From an optimization exercise on the open Yosys and OpenROAD flow, aimed at small area; shortcuts taken in it are not production practice.
Function was checked by simulation only, so behaviour that the tests miss may differ from the original.
No activity file was given, so power comes from the tool's default toggle rates.

**flow/design.v**
```verilog
module a429_fifo #(
    parameter DEPTH = 4,
    parameter PTR_BITS = 2
) (
    input             clk,
    input             rst,
    input             push,
    input             pop,
    input             flush,
    input      [31:0] din,
    output     [31:0] dout,
    output reg [3:0]  count
);
    reg [31:0]         mem [0:DEPTH-1];
    reg [PTR_BITS-1:0] rd_ptr;
    reg [PTR_BITS-1:0] wr_ptr;
    assign dout = mem[rd_ptr];
    always @(posedge clk) begin
        if (push && !flush)
            mem[wr_ptr] <= din;
    end
    always @(posedge clk) begin
        if (rst) begin
            rd_ptr <= 0;
            wr_ptr <= 0;
            count  <= 4'd0;
        end else if (flush) begin
            rd_ptr <= 0;
            wr_ptr <= 0;
            count  <= 4'd0;
        end else begin
            if (push)
                wr_ptr <= (wr_ptr == DEPTH - 1) ? 0 : wr_ptr + 1'b1;
            if (pop)
                rd_ptr <= (rd_ptr == DEPTH - 1) ? 0 : rd_ptr + 1'b1;
            if (push && !pop)
                count <= count + 4'd1;
            else if (pop && !push)
                count <= count - 4'd1;
        end
    end
endmodule
module a429_bst (
    input         clk,
    input         rst,
    input         bus_en,
    input         bus_we,
    input  [1:0]  bus_size,
    input  [5:0]  bus_addr,
    input  [31:0] bus_wdata,
    output [31:0] bus_rdata,
    output        bus_err,
    input         rx_data_i,
    input         rx_clk_i,
    output        tx_data_o,
    output        tx_clk_o,
    output        dir_en_o
);
    localparam TXQ_DEPTH = 4;
    localparam RXQ_DEPTH = 4;
    localparam [2:0] REG_CTRL      = 3'd0;
    localparam [2:0] REG_TXDATA    = 3'd1;
    localparam [2:0] REG_RXDATA    = 3'd2;
    localparam [2:0] REG_STATUS    = 3'd3;
    localparam [2:0] REG_BAUDDIV   = 3'd4;
    localparam [2:0] REG_RXTIMEOUT = 3'd5;
    localparam [2:0] REG_LINEOUT   = 3'd6;
    localparam [2:0] REG_LINEIN    = 3'd7;   
    localparam [1:0] TX_SET_COUNT   = 2'd0;
    localparam [1:0] TX_SHIFT_BIT   = 2'd1;
    localparam [1:0] TX_PULSE_CLOCK = 2'd2;
    localparam [1:0] TX_RESET       = 2'd3;
    localparam [1:0] RX_WAIT_START  = 2'd0;
    localparam [1:0] RX_SAMPLE_BIT  = 2'd1;
    localparam [1:0] RX_WAIT_LOW    = 2'd2;
    localparam [1:0] RX_PUSH        = 2'd3;
    function [31:0] reverse32;
        input [31:0] x;
        integer i;
        begin
            for (i = 0; i < 32; i = i + 1)
                reverse32[31 - i] = x[i];
        end
    endfunction
    wire       legal  = (bus_size == 2'b10) && (bus_addr[1:0] == 2'b00) && !bus_addr[5];
    wire [2:0] sel    = bus_addr[4:2];
    wire       acc_wr = bus_en && legal && bus_we;
    wire       acc_rd = bus_en && legal && !bus_we;
    assign bus_err = bus_en && !legal;
    wire wr_ctrl    = acc_wr && (sel == REG_CTRL);
    wire wr_txdata  = acc_wr && (sel == REG_TXDATA);
    wire wr_status  = acc_wr && (sel == REG_STATUS);
    wire wr_bauddiv = acc_wr && (sel == REG_BAUDDIV);
    wire wr_rxto    = acc_wr && (sel == REG_RXTIMEOUT);
    wire wr_lineout = acc_wr && (sel == REG_LINEOUT);
    wire rd_rxdata  = acc_rd && (sel == REG_RXDATA);
    reg        ctrl_txen, ctrl_rxen, ctrl_loop, ctrl_swdrv, ctrl_diren;
    reg [23:0] div;
    reg [15:0] limit;
    reg        lo_data, lo_clk, lo_dir;
    always @(posedge clk) begin
        if (rst) begin
            ctrl_txen  <= 1'b0;
            ctrl_rxen  <= 1'b0;
            ctrl_loop  <= 1'b0;
            ctrl_swdrv <= 1'b0;
            ctrl_diren <= 1'b0;
            div        <= 24'd0;
            limit      <= 16'd0;
            lo_data    <= 1'b0;
            lo_clk     <= 1'b0;
            lo_dir     <= 1'b0;
        end else begin
            if (wr_ctrl) begin
                ctrl_txen  <= bus_wdata[0];
                ctrl_rxen  <= bus_wdata[1];
                ctrl_loop  <= bus_wdata[2];
                ctrl_swdrv <= bus_wdata[3];
                ctrl_diren <= bus_wdata[4];
            end
            if (wr_bauddiv)
                div <= bus_wdata[23:0];
            if (wr_rxto)
                limit <= bus_wdata[15:0];
            if (wr_lineout) begin
                lo_data <= bus_wdata[0];
                lo_clk  <= bus_wdata[1];
                lo_dir  <= bus_wdata[2];
            end
        end
    end
    reg [23:0] baudcnt;
    wire       tick = (div != 24'd0) && (baudcnt == 24'd0);
    always @(posedge clk) begin
        if (rst)
            baudcnt <= 24'd0;
        else if (wr_bauddiv)
            baudcnt <= (bus_wdata[23:0] == 24'd0) ? 24'd0 : bus_wdata[23:0] - 24'd1;
        else if (div != 24'd0) begin
            if (baudcnt == 24'd0)
                baudcnt <= div - 24'd1;
            else
                baudcnt <= baudcnt - 24'd1;
        end
    end
    wire [31:0] txq_head, rxq_head;
    wire [3:0]  txq_count, rxq_count;
    wire        txq_full  = (txq_count == TXQ_DEPTH);
    wire        rxq_full  = (rxq_count == RXQ_DEPTH);
    wire        txq_empty = (txq_count == 4'd0);
    wire        rxq_empty = (rxq_count == 4'd0);
    reg [1:0]  txstate;
    reg [31:0] tsr;
    reg [4:0]  tcnt;
    reg        txd, txc;
    reg [1:0]  rxstate;
    reg [31:0] rsr;
    reg [4:0]  rcnt;
    reg [15:0] ridle;
    wire txq_push = wr_txdata && !txq_full;
    wire txq_pop  = tick && (txstate == TX_SET_COUNT) && ctrl_txen && !txq_empty;
    wire rxq_push = tick && ctrl_rxen && (rxstate == RX_PUSH) && !rxq_full;
    wire rxq_pop  = rd_rxdata && !rxq_empty;
    a429_fifo #(.DEPTH(TXQ_DEPTH), .PTR_BITS(2)) u_txq (
        .clk   (clk),
        .rst   (rst),
        .push  (txq_push),
        .pop   (txq_pop),
        .flush (wr_ctrl && bus_wdata[5]),
        .din   (reverse32(bus_wdata)),
        .dout  (txq_head),
        .count (txq_count)
    );
    a429_fifo #(.DEPTH(RXQ_DEPTH), .PTR_BITS(2)) u_rxq (
        .clk   (clk),
        .rst   (rst),
        .push  (rxq_push),
        .pop   (rxq_pop),
        .flush (wr_ctrl && bus_wdata[6]),
        .din   (rsr),
        .dout  (rxq_head),
        .count (rxq_count)
    );
    reg txd_next, txc_next;
    always @(*) begin
        txd_next = txd;
        txc_next = txc;
        if (tick) begin
            case (txstate)
                TX_SHIFT_BIT: begin
                    txd_next = tsr[31];
                    txc_next = 1'b0;
                end
                TX_PULSE_CLOCK: txc_next = 1'b1;
                TX_RESET: begin
                    txd_next = 1'b0;
                    txc_next = 1'b0;
                end
                default: ;
            endcase
        end
    end
    always @(posedge clk) begin
        if (rst) begin
            txstate <= TX_SET_COUNT;
            tsr     <= 32'd0;
            tcnt    <= 5'd0;
            txd     <= 1'b0;
            txc     <= 1'b0;
        end else begin
            txd <= txd_next;
            txc <= txc_next;
            if (tick) begin
                case (txstate)
                    TX_SET_COUNT: begin
                        if (ctrl_txen && !txq_empty) begin
                            tsr     <= txq_head;
                            tcnt    <= 5'd31;
                            txstate <= TX_SHIFT_BIT;
                        end
                    end
                    TX_SHIFT_BIT: begin
                        tsr     <= {tsr[30:0], 1'b0};
                        txstate <= TX_PULSE_CLOCK;
                    end
                    TX_PULSE_CLOCK: begin
                        if (tcnt == 5'd0)
                            txstate <= TX_RESET;
                        else begin
                            tcnt    <= tcnt - 5'd1;
                            txstate <= TX_SHIFT_BIT;
                        end
                    end
                    TX_RESET: txstate <= TX_SET_COUNT;
                endcase
            end
        end
    end
    assign tx_data_o = ctrl_swdrv ? lo_data : txd;
    assign tx_clk_o  = ctrl_swdrv ? lo_clk  : txc;
    assign dir_en_o  = ctrl_swdrv ? lo_dir  : (ctrl_txen && ctrl_diren);
    wire sense_d_now = ctrl_loop ? tx_data_o : rx_data_i;
    wire sense_c_now = ctrl_loop ? tx_clk_o  : rx_clk_i;
    wire pin_d_tick = ctrl_swdrv ? lo_data : txd_next;
    wire pin_c_tick = ctrl_swdrv ? lo_clk  : txc_next;
    wire sd = ctrl_loop ? pin_d_tick : rx_data_i;
    wire sc = ctrl_loop ? pin_c_tick : rx_clk_i;
    wire        partial    = ((rxstate == RX_SAMPLE_BIT) && (rcnt != 5'd31)) ||
                             (rxstate == RX_WAIT_LOW);
    wire [16:0] ridle_inc  = {1'b0, ridle} + 17'd1;
    wire        idle_count = (limit != 16'd0) && partial;
    wire        idle_fire  = idle_count && (ridle_inc >= {1'b0, limit});
    reg rx_timeout_ev;
    reg rx_overrun_ev;
    always @(*) begin
        rx_timeout_ev = 1'b0;
        rx_overrun_ev = 1'b0;
        if (tick && ctrl_rxen) begin
            case (rxstate)
                RX_SAMPLE_BIT: if (!sc) rx_timeout_ev = idle_fire;
                RX_WAIT_LOW:   if (sc)  rx_timeout_ev = idle_fire;
                RX_PUSH:       rx_overrun_ev = rxq_full;
                default: ;
            endcase
        end
    end
    always @(posedge clk) begin
        if (rst) begin
            rxstate <= RX_WAIT_START;
            rsr     <= 32'd0;
            rcnt    <= 5'd0;
            ridle   <= 16'd0;
        end else if (tick) begin
            if (!ctrl_rxen) begin
                rxstate <= RX_WAIT_START;
                rsr     <= 32'd0;
                rcnt    <= 5'd0;
                ridle   <= 16'd0;
            end else begin
                case (rxstate)
                    RX_WAIT_START: begin
                        if (!sc) begin
                            rcnt    <= 5'd31;
                            rsr     <= 32'd0;
                            ridle   <= 16'd0;
                            rxstate <= RX_SAMPLE_BIT;
                        end
                    end
                    RX_SAMPLE_BIT: begin
                        if (sc) begin
                            rsr     <= {rsr[30:0], sd};
                            ridle   <= 16'd0;
                            rxstate <= (rcnt == 5'd0) ? RX_PUSH : RX_WAIT_LOW;
                        end else if (idle_count) begin
                            if (idle_fire) begin
                                rsr     <= 32'd0;
                                rcnt    <= 5'd0;
                                ridle   <= 16'd0;
                                rxstate <= RX_WAIT_START;
                            end else
                                ridle <= ridle_inc[15:0];
                        end
                    end
                    RX_WAIT_LOW: begin
                        if (!sc) begin
                            rcnt    <= rcnt - 5'd1;
                            ridle   <= 16'd0;
                            rxstate <= RX_SAMPLE_BIT;
                        end else if (idle_count) begin
                            if (idle_fire) begin
                                rsr     <= 32'd0;
                                rcnt    <= 5'd0;
                                ridle   <= 16'd0;
                                rxstate <= RX_WAIT_START;
                            end else
                                ridle <= ridle_inc[15:0];
                        end
                    end
                    RX_PUSH: rxstate <= RX_WAIT_START;
                endcase
            end
        end
    end
    reg flag_txovf, flag_rxovr, flag_rxunf, flag_rxto;
    always @(posedge clk) begin
        if (rst) begin
            flag_txovf <= 1'b0;
            flag_rxovr <= 1'b0;
            flag_rxunf <= 1'b0;
            flag_rxto  <= 1'b0;
        end else begin
            flag_txovf <= (flag_txovf && !(wr_status && bus_wdata[8]))  || (wr_txdata && txq_full);
            flag_rxovr <= (flag_rxovr && !(wr_status && bus_wdata[9]))  || rx_overrun_ev;
            flag_rxunf <= (flag_rxunf && !(wr_status && bus_wdata[10])) || (rd_rxdata && rxq_empty);
            flag_rxto  <= (flag_rxto  && !(wr_status && bus_wdata[11])) || rx_timeout_ev;
        end
    end
    wire [31:0] status_val = {4'd0, rxq_count, txq_count, rxstate, txstate,
                              4'd0, flag_rxto, flag_rxunf, flag_rxovr, flag_txovf,
                              2'd0, partial, rxq_full, !rxq_empty,
                              (txstate != TX_SET_COUNT), txq_full, txq_empty};
    reg [31:0] rdata;
    always @(*) begin
        case (sel)
            REG_CTRL:      rdata = {27'd0, ctrl_diren, ctrl_swdrv, ctrl_loop, ctrl_rxen, ctrl_txen};
            REG_TXDATA:    rdata = 32'd0;
            REG_RXDATA:    rdata = rxq_empty ? 32'd0 : reverse32(rxq_head);
            REG_STATUS:    rdata = status_val;
            REG_BAUDDIV:   rdata = {8'd0, div};
            REG_RXTIMEOUT: rdata = {16'd0, limit};
            REG_LINEOUT:   rdata = {29'd0, lo_dir, lo_clk, lo_data};
            default:       rdata = {25'd0, dir_en_o, tx_clk_o, tx_data_o, 2'd0, sense_c_now, sense_d_now};
        endcase
    end
    assign bus_rdata = acc_rd ? rdata : 32'd0;
endmodule
```
**flow/run.sh**
```bash
#!/bin/bash
# synth_recipe.tcl (not shown) runs the flow's synth.tcl, then flattens the netlist and writes it again
# the make line also repeats each setting of config.mk as NAME=value (left out here)
make -C /OpenROAD-flow-scripts/flow DESIGN_CONFIG=/design/flow/config.mk WORK_HOME=/design/flow/orfs CLKGATE_MAP_FILE= SYNTH_SCRIPT=/design/flow/synth_recipe.tcl finish
```
**flow/config.mk**
```make
export PLATFORM = sky130hd
export DESIGN_NAME = a429_bst
export DESIGN_NICKNAME = a429_bst
export VERILOG_FILES = /design/flow/design.v
export SDC_FILE = /design/flow/constraint.sdc
export NUM_CORES = 4
export LEC_CHECK = 0
export CAP_MARGIN = 20
export CORE_MARGIN = 2
export CORE_UTILIZATION = 40
export PLACE_DENSITY = 0.6
export SLEW_MARGIN = 20
```
**flow/constraint.sdc**
```tcl
create_clock -name core_clock -period 10.0 [get_ports {clk}]
set_input_delay 2.0000 -clock core_clock [delete_from_list [all_inputs] [get_ports {clk}]]
set_output_delay 2.0000 -clock core_clock [all_outputs]
set_load 0.01 [all_outputs]
```
==> metrics.cfg <==
[detailed_routing]
ant_nets=0
routed-via-count=14600
drt_iter0_drc=1135
drt-vias-per-instance=5.70
drc=0
drtPass1Iterations=5
routedWlPerCell_um=21.3
postRouteWirelength_um=54700

[power_and_ir_drop]
post-layout-total-power_w=0.00387
power.density_nw_per_um2=164
vdd_ir_drop_max_uv=137
total_leakage_power_nw=8.23

[worst_hold_path]
hold_path.startpoint=flag_rxto
min-delay-path-class=register to register

[timing]
timing.final.setup_violations=0
fin_crit_sh_pct=72.4
timing.slew.headroom_pct=29.0
finalCriticalPeriod_ns=7.24
setup_repair_after_global_routing_missed_its_margin=no
report.final.hold_viol_count=0
worst_clock_skew_ns=0.0225
max_freq_ghz=0.138
number_of_max_slew_violations_in_the_final_report=0
max_slew.worst_pin.slew_ns=1.06
sum_of_negative_setup_slack_ns=0

[die]
placeableCoreArea_um2=51000
die_w_um=231
pin_count=82
starting_density_of_the_core_pct=40.3
floorplan.die_area_um2=53200
row_count=83
die_h_um=231

[synth]
syn_area_per_cell_um2=11.5
synth_fp_nets=1876
synth_top_cell_by_area=edfxtp_1
async_reset_ff_share_pct=0
yosysWarnings=2
postSynthRegisterBits=448
synthDistinctLibCells=83
synthTopCellsByArea=edfxtp_1 (37%), dfxtp_1 (19%), mux4_2 (7.0%)
synth-edff-count=256
post_synth_instance_area_um2=20500
most_common_library_cells_after_synthesis=edfxtp_1 (256), nor2_1 (196), dfxtp_1 (192), nand2_1 (173), a21oi_1 (93)
synthDominantCellAreaShare_pct=37.4
synthCells=1786
sequential_cell_area_fraction_in_the_yosys_report_pct=56.2
ys.flop_type=edfxtp_1
synth_most_common_cell=edfxtp_1

[cts]
cts_inserted_buffers=47
cts.clk_slew.worst_paths_ns=0.06
tritoncts_clock_tree=done
post_cts_resize_count=0
ctsHtreeMaxLevel=2
cts-hold-fix-buffers=0
clock_tree.buffer_depth=3
clock_latency_ns=0.59
cts.root.buffer_cell=clkbuf_16
cts_post_setup_buffers_inserted=0
cts_num_sinks=448

[final_layout]
non_filler_cell_area_final_um2=23600
regArea_um2=11500
finish.utilization_pct=46.3
fillers=4627
design.final.nets=1935
drive_gt1_share_pct=11.9
layout-area-overhead-vs-synth_pct=15.1
multi_input_comb_area_um2=8450

[critical_path]
crit_family=simple AND/OR/NAND/NOR gates
worstReg2RegStart=baudcnt[10]
cp_slowest_cell=clkdlybuf4s50_1
crit_path_cell_trace=clkdlybuf4s50_1 -> nand2b_1 -> nor4_1 -> nand2_1 -> nor2_1 -> buf_4 -> nand2_1 -> a211oi_1 -> clkdlybuf4s50_1
cp-end-kind=output port
critical_path_data_arrival_time_ns=5.24
crit_buf_inv=3
start_kind=input port
worstSetupPathType=input port to output port
cp_data_required_time_ns=8.00
cp_slowest_stage_delay_ns=0.64
worstSetupStartpoint=bus_size[0]
worst_path_max_fanout=23

[run]
max_cap_viol_count=0

[placed_design]
hpwlAfterDp_um=36200
place.gp.congestion=0.894
detailed_place.area_um2=22100
buffer_ports.inserted=81

[global_route]
maximum_number_of_pins_on_one_net_before_global_route_repair=73
grt_pass1_vias=14400
wire_length_of_the_first_global_routing_pass_um=85100
groute.usage.overall_pct=20.6
globalRoute.totalOverflow=0
initial_antenna_violation_count=2

[run_status]
status=complete, no violations

## power by group
part / switching, W / internal, W / leakage, nW / total (W)
clock network: 0.000740 / 0.00103 / 0.768 / 0.00177
registers: 0.00000315 / 0.00194 / 4.16 / 0.00194
logic: 0.000110 / 0.0000524 / 3.30 / 0.000162
total: 0.000853 / 0.00302 / 8.23 / 0.00387
## through the flow
step / instances / hold WS (ns) / setup WS [ns]
final: 2565 / 0.462 / 2.76
after global routing: 2565 / 0.498 / 2.54
after CTS: 2564 / 0.461 / 2.78
after detailed placement: 2476 / 0.453 / 2.80
after global placement: 2476 / 0.452 / 2.73
after floorplan: 1786 / 0.431 / 4.52
## cell type report
class,instances,area share [%]
inverters,43,0.683
multi-input cells,1191,35.8
repair buffers,114,4.47
clock inverters,26,1.11
flip-flops and latches,448,48.8
clock buffers,62,5.52
diodes,1,0.0106
well taps,680,3.60
## sequential cells by signal (all words and copies together) (netlist names), 2 cells and up, named ones only
register	flops
u_rxq.count	4
rxstate	2
u_txq.wr_ptr	2
div	24
tsr	32
u_rxq.wr_ptr	2
u_rxq.rd_ptr	2
baudcnt	24
tcnt	5
u_txq.rd_ptr	2
ridle	16
limit	16
rsr	32
u_txq.count	4
u_rxq.mem	128
txstate	2
u_txq.mem	128
rcnt	5
## logic make-up (layout without fill, tap and decap cells)
group                    count (synthesis)  count (layout)  share of synthesized area [%]
AO/OA/AOI/OAI                          359             359                           12.2
XOR/XNOR                                48              48                           2.05
adder cells (fa/ha/maj)                 44              44                           2.75
buffers and inverters                  147             245                           2.78
flip-flops                             448             448                           56.2
multiplexers                           109             109                           9.30
other                                    0               1                              0
AND/OR/NAND/NOR                        631             631                           14.7
## worst min-delay path, delay by kind of cell, from the launching register on
family	cells	cell delay, ns
AOI/OAI and AO/OA	1	0.05
DFF	1	0.31
and+or+nand+nor	1	0.06
## layout by cell type, fill, tap and decap left out, drive strengths merged, types with 11 or more instances in the layout
master,instances
clkdlybuf4s50,80
o21ai,47
clkinv,17
mux2,15
ha,42
nand4,11
o22ai,38
nand2b,46
or2,13
a311oi,33
nor4,25
a21o,15
a211oi,15
clkbuf,62
inv,45
a221oi,11
a22oi,14
and3,20
xnor2,27
nor3,45
nor2b,23
a21oi,93
nor2,199
mux2i,30
a222oi,12
buf,34
nand2,174
edfxtp,256
dfxtp,192
nand3,28
mux4,64
xor2,21
## metal layers
layer,global-route usage (%),share of wire [%],vias up
met4,8.25,3.4,0
met5,0,0,-
met2,33.5,47,376
met1,27.9,45,7288
li1,-,-,6853
met3,3.01,4.9,99
## path summary, 6_finish.rpt
kind                    end  slack (ns)  cells past startpoint
max            bus_rdata[3]        2.76                      9
min reg2reg       flag_rxto        0.46                      2
max reg2reg  u_txq.count[3]        4.75                     14
min               flag_rxto        0.46                      2

## static timing again, ports no longer ideal
In the flow no input, the clock included, has a driving cell. The finished layout below was timed again as built, in two steps. Step 1: set_driving_cell puts a clkbuf_16 on clk and a buf_2 on each other input, an assumption about the parent block. Step 2 also shifts input and output timing later by t, the mid clock arrival at the registers, as if the neighbouring blocks saw the same clock. Slacks: no drivers / after step 1 / after step 2; pairs: no drivers / after step 1.
shift t [ns]: 0.637
slack for setup (ns): 2.761 / 2.697 / 2.697
slew at the worst register clock pin (ns): 0.06 / 0.06
After both steps this run still meets setup and hold. The setup slack of this run moves by -0.064 ns with the drivers and by -0.064 ns with both steps.
